Context: an optimization exercise on an open-source flow, tuned for small area, a short achievable clock period and few clock cycles per item. The choices shown serve that exercise and are no tape-out recipe. The RTL was checked by simulation tests, not by an equivalence proof against the original design. No activity file was given, so power comes from the tool's default toggle rates.

[flow/design.v]
module swar_conv (
    input  wire         clk,
    input  wire         rst,
    input  wire         cmd_valid,
    output wire         cmd_ready,
    input  wire [31:0]  cmd,
    input  wire [63:0]  a,
    input  wire [63:0]  b,
    input  wire [7:0]   c,
    input  wire [167:0] sin,
    output reg          done,
    output reg          err,
    output reg  [63:0]  res,
    output reg  [167:0] sout
);
    localparam [7:0] OP_HASZERO = 8'h01, OP_HASBYTE = 8'h02, OP_MEMCHR8 = 8'h03,
                     OP_TRIM8   = 8'h04,
                     OP_ATOU4   = 8'h10, OP_ATOU8   = 8'h11, OP_ATOU    = 8'h12,
                     OP_ATOI    = 8'h13, OP_HTOU8   = 8'h14, OP_HTOU    = 8'h15,
                     OP_UTOA2P  = 8'h20, OP_UTOAP   = 8'h21, OP_ITOA8   = 8'h22,
                     OP_ITOA    = 8'h23;
    localparam [2:0] S_IDLE = 3'd0, S_WORD = 3'd1, S_PARSE = 3'd2,
                     S_DD   = 3'd3, S_FMT  = 3'd4;
    reg [2:0] state;
    assign cmd_ready = (state == S_IDLE);
    wire fire = cmd_valid && cmd_ready;
    wire [7:0] in_opc = cmd[7:0];
    wire       in_p   = cmd[8];
    wire       in_e   = cmd[9];
    wire       in_r   = cmd[10];
    wire       in_k   = cmd[11];
    wire [4:0] in_n   = cmd[20:16];
    reg in_known;
    always @* begin
        case (in_opc)
            OP_HASZERO, OP_HASBYTE, OP_MEMCHR8, OP_TRIM8,
            OP_ATOU4, OP_ATOU8, OP_ATOU, OP_ATOI, OP_HTOU8, OP_HTOU,
            OP_UTOA2P, OP_UTOAP, OP_ITOA8, OP_ITOA: in_known = 1'b1;
            default: in_known = 1'b0;
        endcase
    end
    wire in_legal = in_known
                 && (cmd[15:12] == 4'd0) && (cmd[31:21] == 11'd0)
                 && (!in_p || in_opc == OP_MEMCHR8 || in_opc == OP_TRIM8)
                 && (!in_e || in_opc == OP_MEMCHR8 || in_opc == OP_TRIM8)
                 && (!in_r || in_opc == OP_MEMCHR8)
                 && !in_k
                 && ((in_opc == OP_UTOAP) ? (in_n >= 5'd1 && in_n <= 5'd20)
                                          : (in_n == 5'd0));
    reg [7:0]   opc_q;
    reg         r_q;
    reg [4:0]   n_q;
    reg [63:0]  a_q;
    reg [7:0]   c_q;
    reg [167:0] sin_q;
    reg [4:0]   len_q;
    reg [7:0]  zlane;       
    reg [7:0]  mlane;       
    reg [2:0]  first_pos, last_pos;
    reg [63:0] keep_mask;
    integer    i;
    always @* begin
        for (i = 0; i < 8; i = i + 1) begin
            zlane[i] = (a_q[8*i +: 8] == 8'h00);
            mlane[i] = (a_q[8*i +: 8] == c_q);
        end
        first_pos = 3'd0;
        for (i = 7; i >= 0; i = i - 1)
            if (mlane[i]) first_pos = i[2:0];
        last_pos = 3'd0;
        for (i = 0; i < 8; i = i + 1)
            if (mlane[i]) last_pos = i[2:0];
        keep_mask = 64'd0;
        for (i = 0; i < 8; i = i + 1)
            if (i < first_pos) keep_mask[8*i +: 8] = 8'hFF;
    end
    reg [15:0] lut_out;
    reg [5:0]  lut_idx;
    reg        lut_ge;
    integer    j;
    always @* begin
        lut_ge  = (a_q[6:0] >= 7'd50);
        lut_idx = lut_ge ? (a_q[5:0] - 6'd50) : a_q[5:0];
        lut_out = 16'd0;
        for (j = 0; j < 50; j = j + 1)
            if (lut_idx == j[5:0])
                lut_out = {8'h30 + j[7:0] % 8'd10, 8'h30 + j[7:0] / 8'd10};
        lut_out = lut_out + (lut_ge ? 16'd5 : 16'd0);
    end
    reg [63:0] word_res;
    always @* begin
        case (opc_q)
            OP_HASZERO: word_res = {63'd0, |zlane};
            OP_HASBYTE: word_res = {63'd0, |mlane};
            OP_MEMCHR8:
                if (mlane == 8'd0) word_res = 64'h0000_0000_FFFF_FFFF;
                else               word_res = {61'd0, r_q ? last_pos : first_pos};
            OP_TRIM8:
                if (mlane == 8'd0) word_res = a_q;
                else               word_res = a_q & keep_mask;
            default:    word_res = {48'd0, lut_out};    
        endcase
    end
    reg [63:0] acc;
    reg [4:0]  idx;
    reg        neg_q;
    wire       is_hex  = (opc_q == OP_HTOU8) || (opc_q == OP_HTOU);
    wire [7:0] pbyte   = sin_q[8*idx +: 8];
    wire [3:0] hexv    = pbyte[3:0] + (pbyte[6] ? 4'd9 : 4'd0);
    wire [63:0] acc_next = is_hex ? {acc[59:0], hexv}
                                  : (acc * 64'd10) + {60'd0, pbyte[3:0]};
    wire       in_sign = (b[31:0] != 32'd0) && (sin[7:0] == 8'h2B || sin[7:0] == 8'h2D);
    reg [63:0] bin;
    reg [79:0] bcd;
    reg [6:0]  cnt;
    reg [79:0] bcd_adj;
    integer    k;
    always @* begin
        for (k = 0; k < 20; k = k + 1)
            bcd_adj[4*k +: 4] = (bcd[4*k +: 4] >= 4'd5) ? bcd[4*k +: 4] + 4'd3
                                                       : bcd[4*k +: 4];
    end
    wire        in_neg = (in_opc == OP_ITOA || in_opc == OP_ITOA8) && b[63];
    wire [63:0] in_mag = in_neg ? (64'd0 - b) : b;
    reg [4:0] ndig;
    integer   n;
    always @* begin
        ndig = 5'd1;
        for (n = 0; n < 20; n = n + 1)
            if (bcd[4*n +: 4] != 4'd0) ndig = n[4:0] + 5'd1;
    end
    wire        fmt_utoap = (opc_q == OP_UTOAP);
    wire [4:0]  fmt_n     = fmt_utoap ? n_q : ndig;
    wire [4:0]  fmt_s     = neg_q ? 5'd1 : 5'd0;
    reg [167:0] fmt_str;
    reg [4:0]   pos;
    reg [4:0]   didx;
    integer     f;
    always @* begin
        fmt_str = 168'd0;
        pos     = 5'd0;
        didx    = 5'd0;
        for (f = 0; f < 21; f = f + 1) begin
            if (f < fmt_s) begin
                fmt_str[8*f +: 8] = 8'h2D;
            end else begin
                pos  = f[4:0] - fmt_s;
                didx = fmt_n - 5'd1 - pos;
                if (pos < fmt_n)
                    fmt_str[8*f +: 8] = {4'h3, bcd[4*didx +: 4]};
            end
        end
    end
    always @(posedge clk) begin
        done <= 1'b0;
        if (rst) begin
            state <= S_IDLE;
            err   <= 1'b0;
        end else begin
            case (state)
                S_IDLE:
                    if (fire) begin
                        opc_q <= in_opc;
                        r_q   <= in_r;
                        n_q   <= in_n;
                        a_q   <= a;
                        c_q   <= c;
                        sin_q <= sin;
                        len_q <= b[4:0];
                        acc   <= 64'd0;
                        idx   <= (in_opc == OP_ATOI && in_sign) ? 5'd1 : 5'd0;
                        neg_q <= (in_opc == OP_ATOI) ? (in_sign && sin[7:0] == 8'h2D) : in_neg;
                        bin   <= in_mag;
                        bcd   <= 80'd0;
                        cnt   <= 7'd0;
                        if (!in_legal) begin
                            done  <= 1'b1;
                            err   <= 1'b1;
                        end else begin
                            case (in_opc)
                                OP_ATOU4, OP_ATOU8, OP_ATOU, OP_ATOI,
                                OP_HTOU8, OP_HTOU:              state <= S_PARSE;
                                OP_UTOAP, OP_ITOA8, OP_ITOA:    state <= S_DD;
                                default:                        state <= S_WORD;
                            endcase
                        end
                    end
                S_WORD: begin
                    res   <= word_res;
                    err   <= 1'b0;
                    done  <= 1'b1;
                    state <= S_IDLE;
                end
                S_PARSE:
                    if (idx == len_q) begin
                        res   <= neg_q ? (64'd0 - acc) : acc;
                        err   <= 1'b0;
                        done  <= 1'b1;
                        state <= S_IDLE;
                    end else begin
                        acc <= acc_next;
                        idx <= idx + 5'd1;
                    end
                S_DD: begin
                    {bcd, bin} <= {bcd_adj, bin} << 1;
                    cnt <= cnt + 7'd1;
                    if (cnt == 7'd63) state <= S_FMT;
                end
                S_FMT: begin
                    sout  <= fmt_str;
                    res   <= {59'd0, fmt_n} + {59'd0, fmt_s};
                    err   <= 1'b0;
                    done  <= 1'b1;
                    state <= S_IDLE;
                end
                default: state <= S_IDLE;
            endcase
        end
    end
endmodule
[flow/run.sh]
#!/bin/bash
# synth_recipe.tcl (not shown) runs the flow's synth.tcl, then flattens the netlist and writes it again
# the make line also repeats each setting of config.mk as NAME=value (left out here)
make -C /OpenROAD-flow-scripts/flow DESIGN_CONFIG=/design/flow/config.mk WORK_HOME=/design/flow/orfs CLKGATE_MAP_FILE= SYNTH_SCRIPT=/design/flow/synth_recipe.tcl finish
[flow/config.mk]
export PLATFORM = sky130hd
export DESIGN_NAME = swar_conv
export DESIGN_NICKNAME = swar_conv
export VERILOG_FILES = /design/flow/design.v
export SDC_FILE = /design/flow/constraint.sdc
export NUM_CORES = 4
export LEC_CHECK = 0
export CAP_MARGIN = 20
export CORE_MARGIN = 2
export CORE_UTILIZATION = 40
export SLEW_MARGIN = 20
[flow/constraint.sdc]
create_clock -name core_clock -period 8.0 [get_ports {clk}]
set_input_delay 1.6000 -clock core_clock [delete_from_list [all_inputs] [get_ports {clk}]]
set_output_delay 1.6000 -clock core_clock [all_outputs]
set_load 0.01 [all_outputs]
==> results.txt <==
==> synthesized netlist by cell type, types with 95 or more instances <==
cell / instances / area, µm²
nor2_1: 319 / 1197
mux4_2: 110 / 2477
nand2_1: 392 / 1471
edfxtp_1: 587 / 17630
o21ai_0: 268 / 1341
xnor2_1: 177 / 1550
mux2i_1: 97 / 970.9
ha_1: 196 / 2452
a21oi_1: 229 / 1146
nor3_1: 95 / 475.5
xor2_1: 204 / 1787
inv_1: 105 / 394.1
clkbuf_1: 134 / 503.0
==> kinds of logic after synthesis <==
| group | Yosys count | share of synthesized area [%] |
|---|---|---|
| flip-flops | 592 | 43.68 |
| multiplexers | 222 | 8.913 |
| buffers and inverters | 340 | 3.820 |
| XOR/XNOR | 389 | 8.570 |
| AND/OR/NAND/NOR | 1248 | 14.90 |
| other | 1 | 0.009240 |
| adder cells (fa/ha/maj) | 200 | 6.240 |
| AO/OA/AOI/OAI | 891 | 13.87 |
==> state kept, by name (all words and copies together), names as in the netlist <==
| signal | cells |
|---|---|
| acc | 64 |
| a_q | 64 |
| state | 3 |
| idx | 5 |
| done | 1 |
| n_q | 5 |
| bin | 64 |
| cnt | 7 |
| len_q | 5 |
| opc_q | 8 |
| c_q | 8 |
| err | 1 |
| r_q | 1 |
| neg_q | 1 |
| sin_q | 105 |
| sout | 106 |
| bcd | 80 |
| res | 64 |
==> layer usage <==
layer	up-vias	global-route usage, %	wire [µm]
met5	-	0	76
met4	12	6.781	3235
met3	171	3.974	8750
met2	1164	36.71	56580
met1	15650	33.02	55800
li1	15280	-	-
==> power groups by stage <==
| stage | registers [mW] | logic, mW | clock network (mW) |
|---|---|---|---|
| 6_report | 3.60 | 1.18 | 3.35 |
| 5_1_grt | 3.61 | 1.29 | 3.52 |
| 4_1_cts | 3.60 | 1.17 | 3.42 |
| 2_1_floorplan | 3.63 | 0.791 | 0 |
| 3_3_place_gp | 3.66 | 1.16 | 0 |
| 3_5_place_dp | 3.66 | 1.17 | 0 |
==> final cells by class <==
cell class	instances	area [µm²]	share of cell area, %
Inverter	108	405.4	0.8294
Timing Repair Buffer	519	5087	10.41
Clock inverter	40	509.2	1.042
Clock buffer	87	1857	3.799
Tap cell	1357	1698	3.474
Sequential cell	592	17730	36.27
Multi-Input combinational cell	2992	21590	44.17
Antenna cell	2	5.005	0.01024
==> worst reg2reg max path, stage by stage, from the launching register on <==
cell and delay, ps:
edfxtp_1 500, inv_1 140, ha_1 220, nor3b_1 480
o211ai_1 180, a31oi_1 210, o211ai_1 110, a311o_1 400
a41oi_1 210, a21o_1 200, inv_1 120, ha_1 230
nand2_1 100, and2b_1 550, inv_2 340, ha_1 450
xnor2_1 770, buf_4 320, mux2i_1 410, mux2i_1 200
nand2_1 110, a21oi_1 80
==> final timing paths <==
kind / start / endpoint / slack [ps] / depth (start not counted)
max: bcd[16] / sout[33] / 1360 / 21
min: bin[55] / bin[56] / 520 / 2
max reg2reg: bcd[16] / sout[33] / 1360 / 21
min reg2reg: bin[55] / bin[56] / 520 / 2
==> flow_summary.json <==
{
  "die_width_um": 322.5,
  "clock-sinks": 592,
  "fin_skew_ps": 38.22,
  "cts_tree": "yes",
  "setup_viol": 0,
  "async_flop_share_pct": 0,
  "p_sw_share_pct": 25.86,
  "hold_buffers": 0,
  "drtAntennaViolNets": 0,
  "ys_types": 110,
  "critPathMaxStageDelay_ps": 770,
  "synth_cells": 3883,
  "slew_headroom_pct": 24.07,
  "cts_resized": 0,
  "arrival_ps": 6980,
  "cp_max_fo": 17,
  "first_pass_iters": 7,
  "io-pin-count": 574,
  "wl_per_cell_um": 21.84,
  "drc": 0,
  "whs_ps": 522.3,
  "yosysSeqAreaShare_pct": 43.68,
  "slew_violations": 0,
  "start_util_pct": 40.47,
  "finalHoldViolations": 0,
  "tns_ps": 0,
  "status": "no timing/DRC/antenna violations",
  "hpwlAfterDp_mm": 94.08,
  "crit_family": "compound AO/OA/AOI/OAI gates",
  "cpMostUsedCell": "ha_1",
  "finalNetCount": 4823,
  "p_int_mw": 6.025,
  "p_seq_share_pct": 44.3,
  "drt_iter0_drc": 2976,
  "cp-end-kind": "flop",
  "grt_pass1_wl_mm": 186.3,
  "rows": 116,
  "final_cell_mix": "edfxtp_1, clkdlybuf4s50_1, nand2_1",
  "root_buffer": "clkbuf_16",
  "cp_num_buf_inv": 4,
  "cts-buffers-inserted": 71,
  "via_per_inst": 5.666,
  "cts_setup_buffers": 0,
  "critical_path_class": "flop to flop",
  "grt_max_degree": 152,
  "final.setup.worst_slack_ps": 1361,
  "finish.instance_area_um2": 48880,
  "netlist_area_um2": 40590,
  "die_area_um2": 104000,
  "yosys_most_used_dff": "edfxtp_1",
  "dpl.cell_count": 5568,
  "clk_pin_slew_ps": 60,
  "crit_chain": "inv_1 > ha_1 > nor3b_1 > o211ai_1 > a31oi_1 > o211ai_1 > a311o_1 > a41oi_1 > a21o_1 > inv_1 > ha_1 > nand2_1 > and2b_1 > inv_2 > ha_1 > xnor2_1 > buf_4 > mux2i_1 > mux2i_1 > nand2_1 > a21oi_1",
  "gp_congestion": 0.9156,
  "hold_class": "flop to flop",
  "cp.required_ps": 8340,
  "fin_crit_sh_pct": 82.98,
  "yosys_warnings": 1,
  "portBuffers": 471,
  "switchingPower_mw": 2.102,
  "grt_overflow_total": 0,
  "final_util_pct": 48.74,
  "grt_setup_unrepaired": "no",
  "clockBufferDepth": 3,
  "grt_use_total_pct": 23.34,
  "drive_gt1_share_pct": 8.391,
  "fin_cells": 5697,
  "finalPower_mw": 8.127,
  "synth-seq-cells": 592,
  "comb_power_share_pct": 14.5,
  "mostFrequentLayoutCell": "edfxtp_1",
  "ir_worst_vdd_mv": 0.1406,
  "fmax_ghz": 0.1506,
  "syn_area_per_cell_um2": 10.45,
  "fp.dieH_um": 322.5,
  "core_region_area_um2": 100300,
  "clk_latency_ps": 660,
  "vias": 32280,
  "synth_edf_count": 587,
  "drt-total-wl_mm": 124.4,
  "critPathSlowestCell": "xnor2_1",
  "area_growth_pct": 20.43,
  "p_clk_share_pct": 41.2,
  "dp_slack_ps": 1574,
  "antenna_found_initial": 6,
  "first_global_vias": 30200,
  "period_minus_slack_ps": 6639,
  "placed_area_um2": 46480,
  "num-fill-cells": 9200,
  "drv_cap": 0,
  "worst_pin_slew_ps": 1129,
  "ctsHtreeMaxLevel": 3,
  "start_kind": "flop",
  "power_density_nw_per_um2": 166.3,
  "power_leakage_nw": 17.22
}
Testbench counts, summed over its fixed seeds: cycles 80,694, commands 2,400.

[separate check: timing with driven ports]
The flow's constraints put no driver on any port. The routed layout listed below was extracted and timed again, unchanged, in two steps.
Step 1, drivers: a clkbuf_16 drives clk and a buf_2 each remaining input, both assumed.
Step 2 also shifts input and output timing later by t, the mid clock arrival at the registers, as if the neighbouring blocks saw the same clock.
Three values: ideal ports, drivers, drivers and shift; two values: the first two.
t, ns: 0.714
setup slack, ns: 1.361 / 1.361 / 1.361
hold slack, ns: 0.522 / 0.522 / 0.522
slew at the worst register clock pin (ns): 0.07 / 0.07
After both steps this run still meets setup and hold. For this run, drivers alone change the setup slack by 0.000 ns; drivers and shift together by 0.000 ns.
